What follows belongs to an exercise in optimizing a design on an open flow for small area and a short achievable clock period; a production flow would make more cautious choices. Function was checked by simulation only, so behaviour that the tests miss may differ from the original. Power and IR drop assume default switching activity.

==> flow/design.v (excerpt) <==
module proto_rx (
    input  wire         clk,
    input  wire         rst,             
    input  wire         rx_valid,
    input  wire [7:0]   rx_byte,
    input  wire         sync_wait,       
    output reg          frame_valid,
    output reg  [1:0]   frame_status,    
    output wire [15:0]  frame_len,
    output wire [15:0]  frame_rid,
    output wire [15:0]  frame_sid,
    output wire [15:0]  frame_cmd,
    output wire [15:0]  frame_seq,
    output reg          ev_valid,
    output reg  [2:0]   ev_code,         
    output reg  [119:0] ev_data,
    output reg          diag_valid,
    output reg          diag_stale,
    output reg          diag_large,
    output wire [15:0]  diag_diff,
    output reg  [15:0]  expected_next,
    output reg  [31:0]  missing_count
);
    localparam [7:0]  START_BYTE = 8'hAA;
    localparam [7:0]  TOK_HI     = 8'hAB;
    localparam [7:0]  TOK_LO     = 8'hCD;
    localparam [2:0] S_LH = 3'd4,    
                     S_LL = 3'd5,    
                     S_BD = 3'd6;    
    reg  [2:0]   st;             
    reg  [15:0]  k;              
    reg          lst;            
    reg  [15:0]  len;
    reg  [15:0]  rid, sid, cmd, seq;
    reg  [15:0]  crc;            
    reg          t_ab, t_abcd, t_tail;   
    reg          tok45;          
    reg  [16:0]  dif;            
    integer i;
    wire        in_body   = (st == S_BD);
    wire        k_small   = (k[15:5] == 11'd0);
    wire [15:0] len_lo    = {len[15:8], rx_byte};
    wire        last_ll   = (st == S_LL) && (len_lo == 16'd0);
    wire        last_bd   = in_body && lst;
    wire        hdr       = rx_valid && in_body && k_small;
    wire        clr7      = (k[4:0] == 5'd7);
    wire [7:0]  wbus      = rx_byte & {8{~clr7}};    
    wire is_short   = (len < 16'd10);
    wire n_ge1      = (len >= 16'd11);
    wire n_ge6      = (len >= 16'd16);
    wire n_ge15     = (len >= 16'd25);
    wire c_ping     = (cmd == 16'h0001);
    wire c_snap     = (cmd == 16'h8002);
    wire c_ss       = (cmd == 16'h0003);
    wire c_ssack    = (cmd == 16'h8003);
    wire c_power    = (cmd == 16'h8100);
    wire c_play     = (cmd == 16'h8101);
    wire c_file     = (cmd == 16'h0200);
    wire c_config   = (cmd == 16'h0300);
    wire c_unknown  = !(c_ping | c_snap | c_ss | c_ssack | c_power | c_play | c_file | c_config);
  ...
Settings: LEC_CHECK=0, CAP_MARGIN=20, CORE_MARGIN=2, CORE_UTILIZATION=75, SETUP_SLACK_MARGIN=5, SLEW_MARGIN=20; clock period 8.0 ns.
standard.sh (not shown) runs the stock make flow with config.mk's settings and CLKGATE_MAP_FILE= SYNTH_SCRIPT=/design/flow/synth_recipe.tcl, a recipe that flattens the netlist after the stock synthesis.
==> flow/flow/run.sh <==
#!/bin/bash
# The standard layout, with the port buffers made from the smallest plain buffer
# and a clock tree of larger sink clusters without dummy balancing loads.
set -euo pipefail
export BUFFER_PORTS_ARGS="-buffer_cell sky130_fd_sc_hd__buf_1"
export CTS_ARGS="-sink_clustering_enable -repair_clock_nets -dont_use_dummy_load -sink_clustering_size 16 -sink_clustering_max_diameter 60 -buf_list {sky130_fd_sc_hd__clkbuf_8}"
bash standard.sh > standard.log 2>&1
The starting point finished clean.
Change:
Settings changed: CORE_UTILIZATION 75 to 60, SETUP_SLACK_MARGIN 5 to 4.7.
Effect: Routed wire length drops by 10%; non-clock buffer count drops by 17; flip-flop and latch count is unchanged; via count drops by about 9%; final cell count climbs by 2.6%; setup slack got worse by 0.22 ns; register-to-register slack got worse by 0.11 ns; clock power climbs by 5.3%; core utilization drops by 19 points.
Change:
Settings changed: CAP_MARGIN 20 to 0, CORE_UTILIZATION 60 to 70, SETUP_SLACK_MARGIN 4.7 to 5, SLEW_MARGIN 20 to 0.
Via count goes up by 5.6%.
Utilization goes up by 14 points.
Routed wire length goes up by 6.1%.
Change:
==> flow/flow/run.sh (replaced) <==
#!/bin/bash
# The standard layout, with the port buffers made from the smallest plain buffer,
# a clock tree of larger sink clusters without dummy balancing loads, and timing
# repair aimed 6 ns inside the clock period.
set -euo pipefail
export BUFFER_PORTS_ARGS="-buffer_cell sky130_fd_sc_hd__buf_1"
export CTS_ARGS="-sink_clustering_enable -repair_clock_nets -dont_use_dummy_load -sink_clustering_size 16 -sink_clustering_max_diameter 60 -buf_list {sky130_fd_sc_hd__clkbuf_8}"
export SETUP_SLACK_MARGIN=6
bash standard.sh > standard.log 2>&1
Settings changed: CAP_MARGIN 0 to 20, CORE_UTILIZATION 70 to 60, SETUP_SLACK_MARGIN 5 to not set, SLEW_MARGIN 0 to 20.
=> The new run passed the timing, design-rule and antenna checks. Sequential share of layout area goes down by 11 points. Cell count goes up by about 15%. Worst setup slack gets worse by 0.23 ns. Clock skew goes up by 0.021 ns. Register-to-register slack gets worse by 0.30 ns.

proto_rx again, from the RTL that the note above started with.
==> flow/config.mk <==
export PLATFORM = sky130hd
export DESIGN_NAME = proto_rx
export DESIGN_NICKNAME = proto_rx
export VERILOG_FILES = /design/flow/design.v
export SDC_FILE = /design/flow/constraint.sdc
export NUM_CORES = 4
export LEC_CHECK = 0
export ABC_CLOCK_PERIOD_IN_PS = 3000
export CAP_MARGIN = 0
export CORE_MARGIN = 2
export CORE_UTILIZATION = 70
export SETUP_SLACK_MARGIN = 5
export SLEW_MARGIN = 0
==> flow/constraint.sdc <==
create_clock -name core_clock -period 8.0 [get_ports {clk}]
set_input_delay 1.6000 -clock core_clock [delete_from_list [all_inputs] [get_ports {clk}]]
set_output_delay 1.6000 -clock core_clock [all_outputs]
set_load 0.01 [all_outputs]
==> flow/flow/run.sh <==
#!/bin/bash
# The standard layout, with the port buffers made from the smallest plain buffer
# and a clock tree of larger sink clusters without dummy balancing loads.
set -euo pipefail
export BUFFER_PORTS_ARGS="-buffer_cell sky130_fd_sc_hd__buf_1"
export CTS_ARGS="-sink_clustering_enable -repair_clock_nets -dont_use_dummy_load -sink_clustering_size 16 -sink_clustering_max_diameter 60 -buf_list {sky130_fd_sc_hd__clkbuf_8}"
bash standard.sh > standard.log 2>&1
The baseline ran to the end with no violations.
Then changed:
Settings changed: ABC_CLOCK_PERIOD_IN_PS 3000 to default, CAP_MARGIN 0 to 20, CORE_UTILIZATION 70 to 60, SLEW_MARGIN 0 to 20.
Clock skew shrinks by 0.011 ns. Synthesized cell count is unchanged. Critical path depth increases by 9. Power went up by about 0.5%. Die area is higher by about 16%.
Then changed:
==> flow/flow/run.sh (replaced) <==
#!/bin/bash
# The standard layout, with the port buffers made from the smallest plain buffer
# and a clock tree of larger sink clusters without dummy balancing loads.
set -euo pipefail
export BUFFER_PORTS_ARGS="-buffer_cell sky130_fd_sc_hd__buf_1"
export CTS_ARGS="-sink_clustering_enable -repair_clock_nets -dont_use_dummy_load -sink_clustering_size 18 -sink_clustering_max_diameter 60 -buf_list {sky130_fd_sc_hd__clkbuf_8}"
bash standard.sh > standard.log 2>&1
Settings changed: CAP_MARGIN 20 to 0, CORE_UTILIZATION 60 to 70, SLEW_MARGIN 20 to 0.
After rerunning: The new run passed the timing, design-rule and antenna checks. Clock skew is higher by 0.016 ns. Global-route usage is higher by 5.9 points. Count of clock-buffer cells in the layout is lower by 3. Worst setup slack is better by 0.057 ns. Synthesized area does not change.
Then changed:
==> flow/flow/run.sh (replaced) <==
#!/bin/bash
# The standard layout, with the port buffers made from the smallest plain buffer
# and a clock tree of larger sink clusters without dummy balancing loads.
set -euo pipefail
export BUFFER_PORTS_ARGS="-buffer_cell sky130_fd_sc_hd__buf_1"
export CTS_ARGS="-sink_clustering_enable -repair_clock_nets -dont_use_dummy_load -sink_clustering_size 16 -sink_clustering_max_diameter 60 -buf_list {sky130_fd_sc_hd__clkbuf_8}"
bash standard.sh > standard.log 2>&1
Settings changed: TNS_END_PERCENT from default to 5.
What happened: The new run went through all stages and came out clean. Register-to-register slack degrades by 0.17 ns. Routed wire length came out lower by 3.7%. Clock-buffer cell count stays the same. Cell area is lower by about 1.8%. Clock power decreases by about 0.9%. Power drops by about 0.6%. Maximum frequency decreases by 3.7%. Synthesized area does not change.
Then changed:
==> flow/flow/run.sh (replaced) <==
#!/bin/bash
# The standard layout, with the port buffers made from the smallest plain buffer
# and a clock tree of larger sink clusters without dummy balancing loads.
set -euo pipefail
export BUFFER_PORTS_ARGS="-buffer_cell sky130_fd_sc_hd__buf_1"
export CTS_ARGS="-sink_clustering_enable -repair_clock_nets -dont_use_dummy_load -sink_clustering_size 30 -sink_clustering_max_diameter 80 -buf_list {sky130_fd_sc_hd__clkbuf_16}"
bash standard.sh > standard.log 2>&1
Settings changed: TNS_END_PERCENT 5 to default.
First-iteration DRC count grows by about 3.6%.
Final cell count grows by 0.84%.
Total power grows by about 3%.
Count of clock-buffer cells in the layout shrinks by 9.
Sequential share of layout area shrinks by 2.1 points.
Fmax grows by about 1.6%.
Routed wire length grows by about 6.5%.
Worst hold slack improved by 0.012 ns.
Then changed:
==> flow/flow/run.sh (replaced) <==
#!/bin/bash
# The standard layout, with the port buffers made from the smallest plain buffer
# and a clock tree without dummy balancing loads.
set -euo pipefail
export BUFFER_PORTS_ARGS="-buffer_cell sky130_fd_sc_hd__buf_1"
export CTS_ARGS="-sink_clustering_enable -repair_clock_nets -dont_use_dummy_load -buf_list {sky130_fd_sc_hd__clkbuf_4 sky130_fd_sc_hd__clkbuf_8}"
bash standard.sh > standard.log 2>&1
Settings changed: CAP_MARGIN 0 to 20, CORE_UTILIZATION 70 to 60, SLEW_MARGIN 0 to 20.
What happened: The changed run completed without violations. Total power increases by 12%. Critical path depth is unchanged. Count of clock-buffer cells in the layout rose by 36. Core utilization shrinks by 11 points. Maximum frequency went down by 2.2%. Worst hold slack is worse by 0.011 ns. Synthesized area stays the same. Sequential power barely changes. Die area is higher by 16%. Via count fell by 2.6%.

[afterwards: timing with drivers on the ports]
The results above use ideal ports. As a check the final layouts listed here were re-extracted and re-timed, cells and wires unchanged.
Step 1: set_driving_cell puts a clkbuf_16 on clk and a buf_2 on each other input, an assumption about the parent block.
Step 2 adds t to the input delays and takes it off the output delays; t is the mean of the earliest and latest rising clock arrival at the registers after step 1. Input paths then give back, and output paths get back, about the clock's delay inside the block.
Three values: ideal, step 1, step 2; two values: the first two.
run | t (ns) | slack for setup (ns) | hold slack, ns
the first run of note 1 | 0.584 | 4.975 / 4.988 / 4.404 | 0.463 / 0.463 / 0.463
the second run of note 1 | 0.613 | 4.752 / 4.776 / 4.163 | 0.449 / 0.449 / 0.449
the third run of note 1 | 0.599 | 5.040 / 4.996 / 4.478 | 0.448 / 0.448 / 0.448
the fourth run of note 1 | 0.631 | 4.811 / 4.812 / 4.181 | 0.448 / 0.448 / 0.448
the first run of note 2 | 0.599 | 5.040 / 4.996 / 4.478 | 0.448 / 0.448 / 0.448
the second run of note 2 | 0.595 | 4.966 / 4.966 / 4.371 | 0.415 / 0.415 / 0.415
the third run of note 2 | 0.595 | 5.023 / 5.011 / 4.453 | 0.463 / 0.463 / 0.463
the fourth run of note 2 | 0.583 | 4.908 / 4.930 / 4.347 | 0.433 / 0.433 / 0.433
the fifth run of note 2 | 0.526 | 4.956 / 4.984 / 4.459 | 0.446 / 0.446 / 0.446
the sixth run of note 2 | 0.588 | 4.887 / 4.878 / 4.290 | 0.434 / 0.434 / 0.434
After both steps setup and hold are still met in every run listed. For the fourth run of note 1, which loses most, drivers alone change the setup slack by +0.001 ns; drivers and shift together by -0.630 ns.
